Source: an optimization exercise on an open RTL-to-GDS flow (aim: small area). Production flows keep margins and buffers that such runs may drop. The RTL was checked by simulation tests, not by an equivalence proof against the original design. Power figures rest on the tool's default switching activity, not on a simulated workload.

`flow/standard.sh`:
```
#!/bin/bash
# synth_recipe.tcl (not shown) runs the flow's synth.tcl, then flattens the netlist and writes it again
# the make line also repeats each setting of config.mk as NAME=value (left out here)
make -C /OpenROAD-flow-scripts/flow DESIGN_CONFIG=/design/flow/config.mk WORK_HOME=/design/flow/orfs CLKGATE_MAP_FILE= SYNTH_SCRIPT=/design/flow/synth_recipe.tcl "${@:-finish}"
```
`flow/flow/abc_area_nf.script`:
```
&get -n
&st
&dch
&nf -R 1000 -p -F 8 -C 32
&st
&syn2
&if -g -K 6
&synch2
&nf -R 1000 -p -F 8 -C 32
&st
&syn2
&if -g -K 6
&synch2
&nf -R 1000 -p -F 8 -C 32
&put
topo
stime -c
dnsize -c
```
`flow/constraint.sdc`:
```
create_clock -name core_clock -period 8.0 [get_ports {clk}]
set_input_delay 1.6000 -clock core_clock [delete_from_list [all_inputs] [get_ports {clk}]]
set_output_delay 1.6000 -clock core_clock [all_outputs]
set_load 0.01 [all_outputs]
```
`flow/flow/run.sh`:
```
#!/bin/bash
# Own layout flow: the standard ORFS layout (standard.sh), with
#  - synthesis run by standard.sh with ORFS's own scripts, except that the
#    ABC mapping script is an area-oriented variant (delay relaxation on
#    &nf, no buffering/upsizing inside ABC); the flip-flops Yosys infers
#    are unchanged, only the combinational mapping differs,
#  - the port buffers made from the smallest buffer cell (every port still
#    gets its own buffer),
#  - a clock tree built from clkbuf_8 cells without dummy loads,
#  - after placement, cells on paths with spare setup slack sized down
#    (repair_timing -recover_power), then re-legalised.
# Each tool's output goes to a log file in this folder (ORFS's own logs are
# under orfs/logs/).
set -euo pipefail
export BUFFER_PORTS_ARGS="-buffer_cell sky130_fd_sc_hd__buf_1"
export CTS_ARGS="-sink_clustering_enable -repair_clock_nets -dont_use_dummy_load -buf_list {sky130_fd_sc_hd__clkbuf_8} -sink_clustering_size 16 -sink_clustering_max_diameter 60"

# synthesis with the area-oriented ABC script
rm -rf scripts_area
cp -r "${FLOW_HOME}/scripts" scripts_area
cp flow/abc_area_nf.script scripts_area/abc_speed.script
SCRIPTS_DIR="$PWD/scripts_area" bash standard.sh synth > standard_synth.log 2>&1

bash standard.sh place > standard_place.log 2>&1
RES=orfs/results/${FLOW_PLATFORM}/ts_framer/base
PLAT=${FLOW_HOME}/platforms/${FLOW_PLATFORM}
cat > downsize.tcl <<EOT
read_liberty ${PLAT}/lib/sky130_fd_sc_hd__tt_025C_1v80.lib
read_db ${RES}/3_place.odb
read_sdc ${RES}/3_place.sdc
source ${PLAT}/setRC.tcl
set_dont_use [get_lib_cells {*/sky130_fd_sc_hd__probe_p_8 */sky130_fd_sc_hd__probec_p_8 */sky130_fd_sc_hd__lpflow_*}]
estimate_parasitics -placement
report_design_area
repair_timing -recover_power 100
detailed_placement
check_placement
estimate_parasitics -placement
report_design_area
report_worst_slack -max
report_worst_slack -min
write_db ${RES}/3_place.odb
EOT
openroad -no_init -exit downsize.tcl > downsize.log 2>&1
bash standard.sh > standard_finish.log 2>&1
```
`flow/design.v`:
```
module ts_framer (
    input  wire        clk,
    input  wire        rst,
    input  wire        byte_valid,
    input  wire [7:0]  byte_data,
    input  wire        eos,
    input  wire        cfg_wr,
    input  wire        cfg_rd,
    input  wire [7:0]  cfg_addr,
    input  wire [15:0] cfg_wdata,
    output wire        frame_valid,
    output wire [12:0] frame_pid,
    output wire        frame_pusi,
    output wire        frame_has_af,
    output wire        frame_has_payload,
    output wire [3:0]  frame_cc,
    output wire [7:0]  frame_af_len,
    output wire [8:0]  frame_off,
    output wire [7:0]  frame_n,
    output wire        frame_overrun,
    output wire        frame_deliver,
    output wire        frame_pcr_valid,
    output wire [41:0] frame_pcr,
    output wire [3:0]  frame_route,
    output wire [3:0]  frame_cc_disc,
    output wire [15:0] frame_cc_expected,
    output wire        rd_valid,
    output wire [7:0]  rd_addr,
    output wire [15:0] rd_data
);
    reg [1:0]  st;
    reg [7:0]  byte_idx;
    reg        flag_af_overrun;
    reg        flag_cc_disc;
    reg [3:0]  route_en;
    reg [12:0] route_pid [0:3];
    reg [3:0]  cc_valid;
    reg [3:0]  cc_exp [0:3];           
    reg        h_sync;                 
    reg        h_pusi;
    reg [12:0] h_pid;
    reg        h_has_af;
    reg        h_has_pl;
    reg [3:0]  h_cc;
    reg [7:0]  h_af_len;               
    reg        h_pcr_valid;
    reg [41:0] pcr;
    reg        m3_d;                   
    reg        m3_c;
    reg [1:0]  m5a_d;                  
    reg        m5a_c;
    reg [1:0]  m5b_d;                  
    reg        m5b_c;
    reg        me_c;                   
    wire running = (st == 2'd0);
    wire byte_ev = byte_valid && running;
    wire last    = (byte_idx == 8'd187);
    wire [3:0] cc_inc = h_cc + 4'd1;
    wire       ovr    = h_af_len > 8'd183;
    reg [3:0] route, disc;
    integer c;
    always @(*) begin
        for (c = 0; c < 4; c = c + 1) begin
            route[c] = route_en[c] && (route_pid[c] == h_pid);
            disc[c]  = route[c] && h_has_pl && cc_valid[c] && (h_cc != cc_exp[c]);
        end
    end
    wire frame_done = byte_ev && last && h_sync;
    assign frame_valid       = frame_done;
    assign frame_pid         = h_pid;
    assign frame_pusi        = h_pusi;
    assign frame_has_af      = h_has_af;
    assign frame_has_payload = h_has_pl;
    assign frame_cc          = h_cc;
    assign frame_af_len      = h_af_len;
    assign frame_off         = h_has_af ? {1'b0, h_af_len} + 9'd5 : 9'd4;
    assign frame_overrun     = ovr;
    assign frame_n           = !h_has_af ? 8'd184 : ovr ? 8'd0 : ~h_af_len + 8'd184;
    assign frame_deliver     = h_has_pl && !ovr;
    assign frame_pcr_valid   = h_pcr_valid;
    assign frame_pcr         = pcr;
    assign frame_route       = route;
    assign frame_cc_disc     = disc;
    assign frame_cc_expected = {cc_exp[3], cc_exp[2], cc_exp[1], cc_exp[0]};
    wire [1:0] mode = {st[1], st[0] & ~st[1]};
    wire [1:0] err  = {st[1] & st[0], st[1] & ~st[0]};
    wire a_hi0   = (cfg_addr[7:5] == 3'd0) && (cfg_addr[3:2] == 2'd0);
    wire sel_st  = a_hi0 && !cfg_addr[4] && (cfg_addr[1:0] == 2'd0);
    wire sel_r3  = a_hi0 && !cfg_addr[4] && (cfg_addr[1:0] == 2'd1);
    wire sel_r0  = a_hi0 &&  cfg_addr[4] && (cfg_addr[1:0] == 2'd0);
    wire sel_r1  = a_hi0 &&  cfg_addr[4] && (cfg_addr[1:0] == 2'd1);
    wire sel_r2  = a_hi0 &&  cfg_addr[4] && (cfg_addr[1:0] == 2'd2);
    wire [15:0] rd_value =
        ({16{sel_st}} & {byte_idx, 1'b0, flag_cc_disc, 1'b0, flag_af_overrun, err, mode}) |
        ({16{sel_r0}} & {route_en[0], 2'b00, route_pid[0]}) |
        ({16{sel_r1}} & {route_en[1], 2'b00, route_pid[1]}) |
        ({16{sel_r2}} & {route_en[2], 2'b00, route_pid[2]}) |
        ({16{sel_r3}} & {route_en[3], 2'b00, route_pid[3]});
    assign rd_valid = cfg_rd;
    assign rd_addr  = cfg_addr;
    assign rd_data  = rd_value;
    wire       wr_route = cfg_wr && ((cfg_addr == 8'h01) ||
                                     (cfg_addr >= 8'h10 && cfg_addr < 8'h13));
    wire [1:0] wr_ch    = (cfg_addr == 8'h01) ? 2'd3 : cfg_addr[1:0];
    integer k;
    always @(posedge clk) begin
        if (rst) begin
            st              <= 2'd0;
            byte_idx        <= 8'd0;
            flag_af_overrun <= 1'b0;
            flag_cc_disc    <= 1'b0;
            cc_valid        <= 4'd0;
        end else begin
            if (byte_ev) begin
                if (last) begin
                    byte_idx <= 8'd0;
                    if (!h_sync)
                        st <= 2'd2;
                end else begin
                    byte_idx <= byte_idx + 8'd1;
                end
            end
            if (eos && running)
                st <= (byte_idx == 8'd0) ? 2'd1 : 2'd3;
            if (frame_done) begin
                if (ovr)
                    flag_af_overrun <= 1'b1;
                if (|disc)
                    flag_cc_disc <= 1'b1;
                for (k = 0; k < 4; k = k + 1)
                    if (route[k] && h_has_pl)
                        cc_valid[k] <= 1'b1;
            end
            if (wr_route)
                cc_valid[wr_ch] <= 1'b0;
        end
    end
    wire [13:0] route_wd = {cfg_wdata[15], cfg_wdata[12:0]} & {14{~rst}};
    always @(posedge clk) begin
        for (k = 0; k < 4; k = k + 1)
            if (rst || (wr_route && wr_ch == k))
                {route_en[k], route_pid[k]} <= route_wd;
    end
    always @(posedge clk) begin
        if (frame_done)
            for (k = 0; k < 4; k = k + 1)
                if (route[k] && h_has_pl)
                    cc_exp[k] <= cc_inc;
    end
    wire step    = byte_valid && byte_idx >= 8'd12 && byte_idx < 8'd52;
    wire x_in    = pcr[0]  & (byte_idx < 8'd45);      
    wire e_in    = pcr[33] & (byte_idx < 8'd19);      
    wire [1:0] s3  = x_in + m3_d + m3_c;
    wire [1:0] s5a = s3[0] + m5a_d[1] + m5a_c;
    wire [1:0] s5b = s5a[0] + m5b_d[1] + m5b_c;
    wire [1:0] se  = s5b[0] + e_in + me_c;
    always @(posedge clk) begin
        if (byte_valid) begin
            case (byte_idx)
                8'd0: h_sync <= (byte_data == 8'h47);
                8'd1: begin h_pusi <= byte_data[6]; h_pid[12:8] <= byte_data[4:0]; end
                8'd2: h_pid[7:0] <= byte_data;
                8'd3: begin
                    h_has_af <= byte_data[5];
                    h_has_pl <= byte_data[4];
                    h_cc     <= byte_data[3:0];
                end
                8'd4: h_af_len <= h_has_af ? byte_data : 8'd0;
                8'd5: h_pcr_valid <= (h_af_len >= 8'd7) && byte_data[4];
                8'd6: pcr[32:25] <= byte_data;
                8'd7: pcr[24:17] <= byte_data;
                8'd8: pcr[16:9]  <= byte_data;
                8'd9: pcr[8:1]   <= byte_data;
                8'd10: begin pcr[0] <= byte_data[7]; pcr[39] <= byte_data[0]; end
                8'd11: begin
                    pcr[38:33] <= byte_data[7:2];
                    pcr[41:40] <= byte_data[1:0] & {2{h_pcr_valid}};
                end
                default: ;
            endcase
            if (step)
                pcr <= {se[0] & h_pcr_valid, pcr[41:1]};
            m3_d  <= step & x_in;
            m3_c  <= step & s3[1];
            m5a_d <= {m5a_d[0], s3[0]} & {2{step}};
            m5a_c <= step & s5a[1];
            m5b_d <= {m5b_d[0], s5a[0]} & {2{step}};
            m5b_c <= step & s5b[1];
            me_c  <= step & se[1];
        end
    end
endmodule
```
`flow/config.mk`:
```
export PLATFORM = sky130hd
export DESIGN_NAME = ts_framer
export DESIGN_NICKNAME = ts_framer
export VERILOG_FILES = /design/flow/design.v
export SDC_FILE = /design/flow/constraint.sdc
export NUM_CORES = 4
export LEC_CHECK = 0
export CAP_MARGIN = 20
export CORE_MARGIN = 2
export CORE_UTILIZATION = 50
export SLEW_MARGIN = 20
```
==> run summary <==
Min path
The worst hold path terminates at cc_valid[0]. The worst hold path belongs to the class register to register. In this run the most critical hold path is launched from cc_valid[0]. The number of stages on the worst hold path is 2.

STA
The fmax is 176 MHz. The measured slew at the worst slew-check pin is 946 ps. Across all hold checks on the routed design, the worst slack comes to 465 ps. The number of setup violations in the final report is 0. On the final layout, the worst clock skew is 16.0 ps. Dividing the final minimum period by the clock period gives 71.1%. Headroom to the max-slew limit came out at 37.0%.

Setup total negative slack on the finished layout was measured at 0 ps. Setup repair after global routing left no endpoint under its margin. The smallest clock period supported by the final layout is computed as 5690 ps. The max-slew violation total from the final report was 0.

The number of endpoints with negative hold slack in the final report came to 0.

GRT
After global routing the overflow that remains totals 0. The first global-routing pass estimated 29.7 mm of wire. The pin count of the biggest net entering global routing is 44. The global routing usage summed across all routing layers is 24.5%. The number of antenna violations at the first check in global routing is 1. The via count of the first global-routing pass is 5,360.

Layout
In the final layout, the multi-input gates occupy 0.00267 mm². After filler insertion, the fill cell instance count of the layout stands at 1,330. The sequential cell area in the final layout is 0.00491 mm². The repair_antennas step left the layout with diodes totalling 0. Of the cells placed in the final design, the portion with a size suffix greater than 1 is 2.94%. The area growth from synthesis to layout is 14.7%. The number of nets in the finished design is 867.

Outcome
The flow ran to the end and the layout has no timing, DRC or antenna violations.

CTS
After clock tree synthesis, the flow added hold-fix buffers numbering 0. The later pin in the worst-skew pair is clocked with a latency of 450 ps. Counting the buffers created by CTS gives 17. The clock tree root driver cell is sky130_fd_sc_hd__clkbuf_8. Buffers added to address setup during post-CTS repair amount to 0. After clock tree synthesis, the clock-pin slew on the worst setup and hold paths is 70 ps. The count of instances resized after the clock tree is built is 0. The clock sink count is 169. TritonCTS built the clock tree.

The clock tree synthesis step divided the H-tree into 4 levels. In this run the deepest clock path goes through 2 buffers.

Pwr
Internal power comes to 1.22 mW. The analysis attributes to cell leakage a power of 2.94 nW. The relative contribution of the clock network to total power is 28.2%.

Of the total power, the share spent switching nets is 22.1%. The peak supply drop is 99.4 µV. The share of total power dissipated in combinational logic is 6.6%.

For this design the total switching power over the nets is 0.345 mW. The post-layout total power is 1.57 mW. The part of the power in registers is 65.2%. The cell area power density is 177 mW/mm².

Yosys
The post-synthesis instance area is 0.00770 mm². The average cell area after synthesis is 12.4 µm². The Yosys step of the flow raised 3 warnings. The number of synthesized flops with an enable pin is 153. The number of nets in the synthesized netlist is 673. After synthesis the netlist holds a flip-flop and latch count of 169.

The most instantiated flip-flop cell in the synthesis netlist is sky130_fd_sc_hd__edfxtp_1. The sequential element share of the synthesized area is 63.8%. In the synthesized netlist, the number of instances is 623. For this run, asynchronously set or reset flops after synthesis account for 0%. The number of library cell types mapped by synthesis is 41.

Placed design
The last weighted congestion value of the routability-driven placer is 0.830. During placement, the flow inserted port buffers numbering 173. The HPWL reported at the end of detailed placement is 14.1 mm.

Drt
The remaining antenna violation count is 0. The vias per cell is 5.61. In the routed design, unresolved DRC markers number 0. The routed wirelength normalized by instance count is 19.8 µm.

The final routed wirelength across all metal layers is 19.8 mm. In this run, the number of DRC markers left after iteration 0 of detailed routing was 520. The vias after detailed routing is 5,628. The number of detailed-routing iterations run before antenna repair is 5.

Floorplanning
The x dimension of the die is 128 µm. The core region area is 0.0151 mm². The number of core rows is 45. The die footprint is 0.0164 mm². The die is 128 µm tall. The initial cell density of the core is 50.8%.

The number of primary I/O pins is 178.

Setup path
The start point of the critical path is byte_valid. The endpoint arrival time on the critical path is 4090 ps. Of all nets on the critical path, the largest fanout is 14. The end of the worst register-to-register path is pcr[41]. The worst setup path is captured at an output pin. The number of cells on the worst reg-to-reg path is 11. The startpoint identified for the worst register-to-register timing path is byte_idx[0].

Walking the worst path, the cells encountered are clkbuf_1 -> nor3b_1 -> nand2_1 -> nor4_1 -> and2_0 -> buf_1. The critical-path cell with the highest stage delay is sky130_fd_sc_hd__nor3b_1. The critical path data required time is 6400 ps. The critical path in this run is classified as primary input to output pin. The worst setup path is launched from a primary input.

The reg-to-reg setup timing slack is 4170 ps. On the worst path, the slowest cell contributes a delay of 580 ps.

Run
The max-capacitance violation count is 0.
per-layer routing:
metal / global-route usage [%] / part of all wire [%] / vias up
met4: 7.37 / 1.4 / 0
met3: 6.51 / 8.2 / 18
met2: 38.1 / 47 / 265
met1: 34.2 / 43 / 2719
li1: - / - / 2626
met5: 0 / 0 / -
worst max-delay path by stage:
stage	end	slack, ps	depth (start not counted)
after floorplan	rd_data[2]	2830	5
after global placement	frame_valid	2300	6
after detailed placement	frame_valid	2320	6
after CTS	rd_data[10]	1800	8
after global routing	frame_valid	2060	6
final	frame_valid	2310	6
cell usage after synthesis (all sizes together), types with 2 or more instances:
master    n  area [µm²]
a41o      2        20.0
a31oi     2        12.5
buf       9        67.6
nand4    15        93.8
xnor2    65         569
nor4      9        56.3
dfxtp    16         320
ha        8         100
nor2b    15        93.8
a222oi   10         100
edfxtp  153        4590
a21o      2        15.0
and3      8        50.1
fa        4        80.1
nand3    11        55.1
nor3b     2        15.0
nand4b    2        17.5
nand2   119         447
xor2     20         175
o21ai    15        75.1
nand2b    7        43.8
a22oi    15         113
nor3      8        40.0
and4      5        43.8
and2     23         144
nor2     44         165
a21oi     6        30.0
clkinv   15        56.3
cells by family (layout without fill, tap and decap cells):
kind of cell | count (synthesis) | count (layout) | share of synthesized area, %
compound gates | 61 | 61 | 5.74
xor+xnor | 85 | 85 | 9.67
fa+ha+maj | 12 | 12 | 2.34
buf+inv | 24 | 216 | 1.61
flops | 169 | 169 | 63.8
simple gates | 272 | 272 | 16.8
per-stage QoR:
stage | util [%] | area (µm²) | cells | worst slack, ps
2_1_floorplan | - | 7700 | 623 | 2830
3_3_place_gp | 56.7 | 8590 | 984 | 2300
3_5_place_dp | 56.7 | 8590 | 984 | 2320
4_1_cts | 58.0 | 8790 | 1001 | 1800
5_1_grt | 58.3 | 8830 | 1003 | 2060
6_report | 58.3 | 8830 | 1003 | 2310
sequential cells by signal, summed over array words and instances, names as in the netlist, 8 cells and up:
name       flops
pcr           42
h_af_len       8
byte_idx       8
route_pid     52
cc_exp        16
h_pid         13
layout by cell type (no fill, tap or decap), drive strengths merged, types with 2 or more instances in the layout:
cell type and count:
dfxtp 16, nand2 119, nand4 15, nor2 44
buf 166, clkinv 15, nand3 11, o21ai 15
and4 5, nor4 9, clkbuf 35, a22oi 15
nand2b 7, xnor2 65, a21oi 6, a31oi 2
nor3 8, fa 4, ha 8, edfxtp 153
and2 23, a41o 2, nor2b 15, a21o 2
and3 8, nand4b 2, xor2 20, nor3b 2
a222oi 10
power groups by stage:
stage	clock, mW	combinational [mW]	sequential, mW
after floorplan	0	0.0633	1.03
after global placement	0	0.102	1.04
after detailed placement	0	0.104	1.04
after CTS	0.453	0.103	1.02
after global routing	0.482	0.114	1.02
final	0.442	0.103	1.02
worst max-delay path: cells and delay by family:
family / cells / cell delay, ps
AND/OR/NAND/NOR: 4 / 1790
buffers and inverters: 2 / 680
area by class of cell:
cell class                 count  area share, %
timing repair buffer         184           8.16
tap                          188           2.66
clock buffer                  17           2.65
sequential                   169           55.7
multi-input combinational    430           30.2
inverter                      15          0.638

afterwards: timing with drivers on the ports:
How much do the figures lean on ideal ports? The routed layout below was timed once more, with nothing changed but the port constraints. Step 1 assumes that a clkbuf_16 drives the clock port and a buf_2 every other input. Step 2 adds t to the input delays and takes it off the output delays; t is the mean of the earliest and latest rising clock arrival at the registers after step 1. Input paths then give back, and output paths get back, about the clock's delay inside the block. a / b / c = no drivers / after step 1 / after step 2; a / b = the first two.
shift t [ns]: 0.480
slack for setup (ns): 2.311 / 2.286 / 2.286
slew at the worst register clock pin (ns): 0.08 / 0.08
After both steps this run still meets setup and hold. The setup slack of this run moves by -0.025 ns with the drivers and by -0.025 ns with both steps.
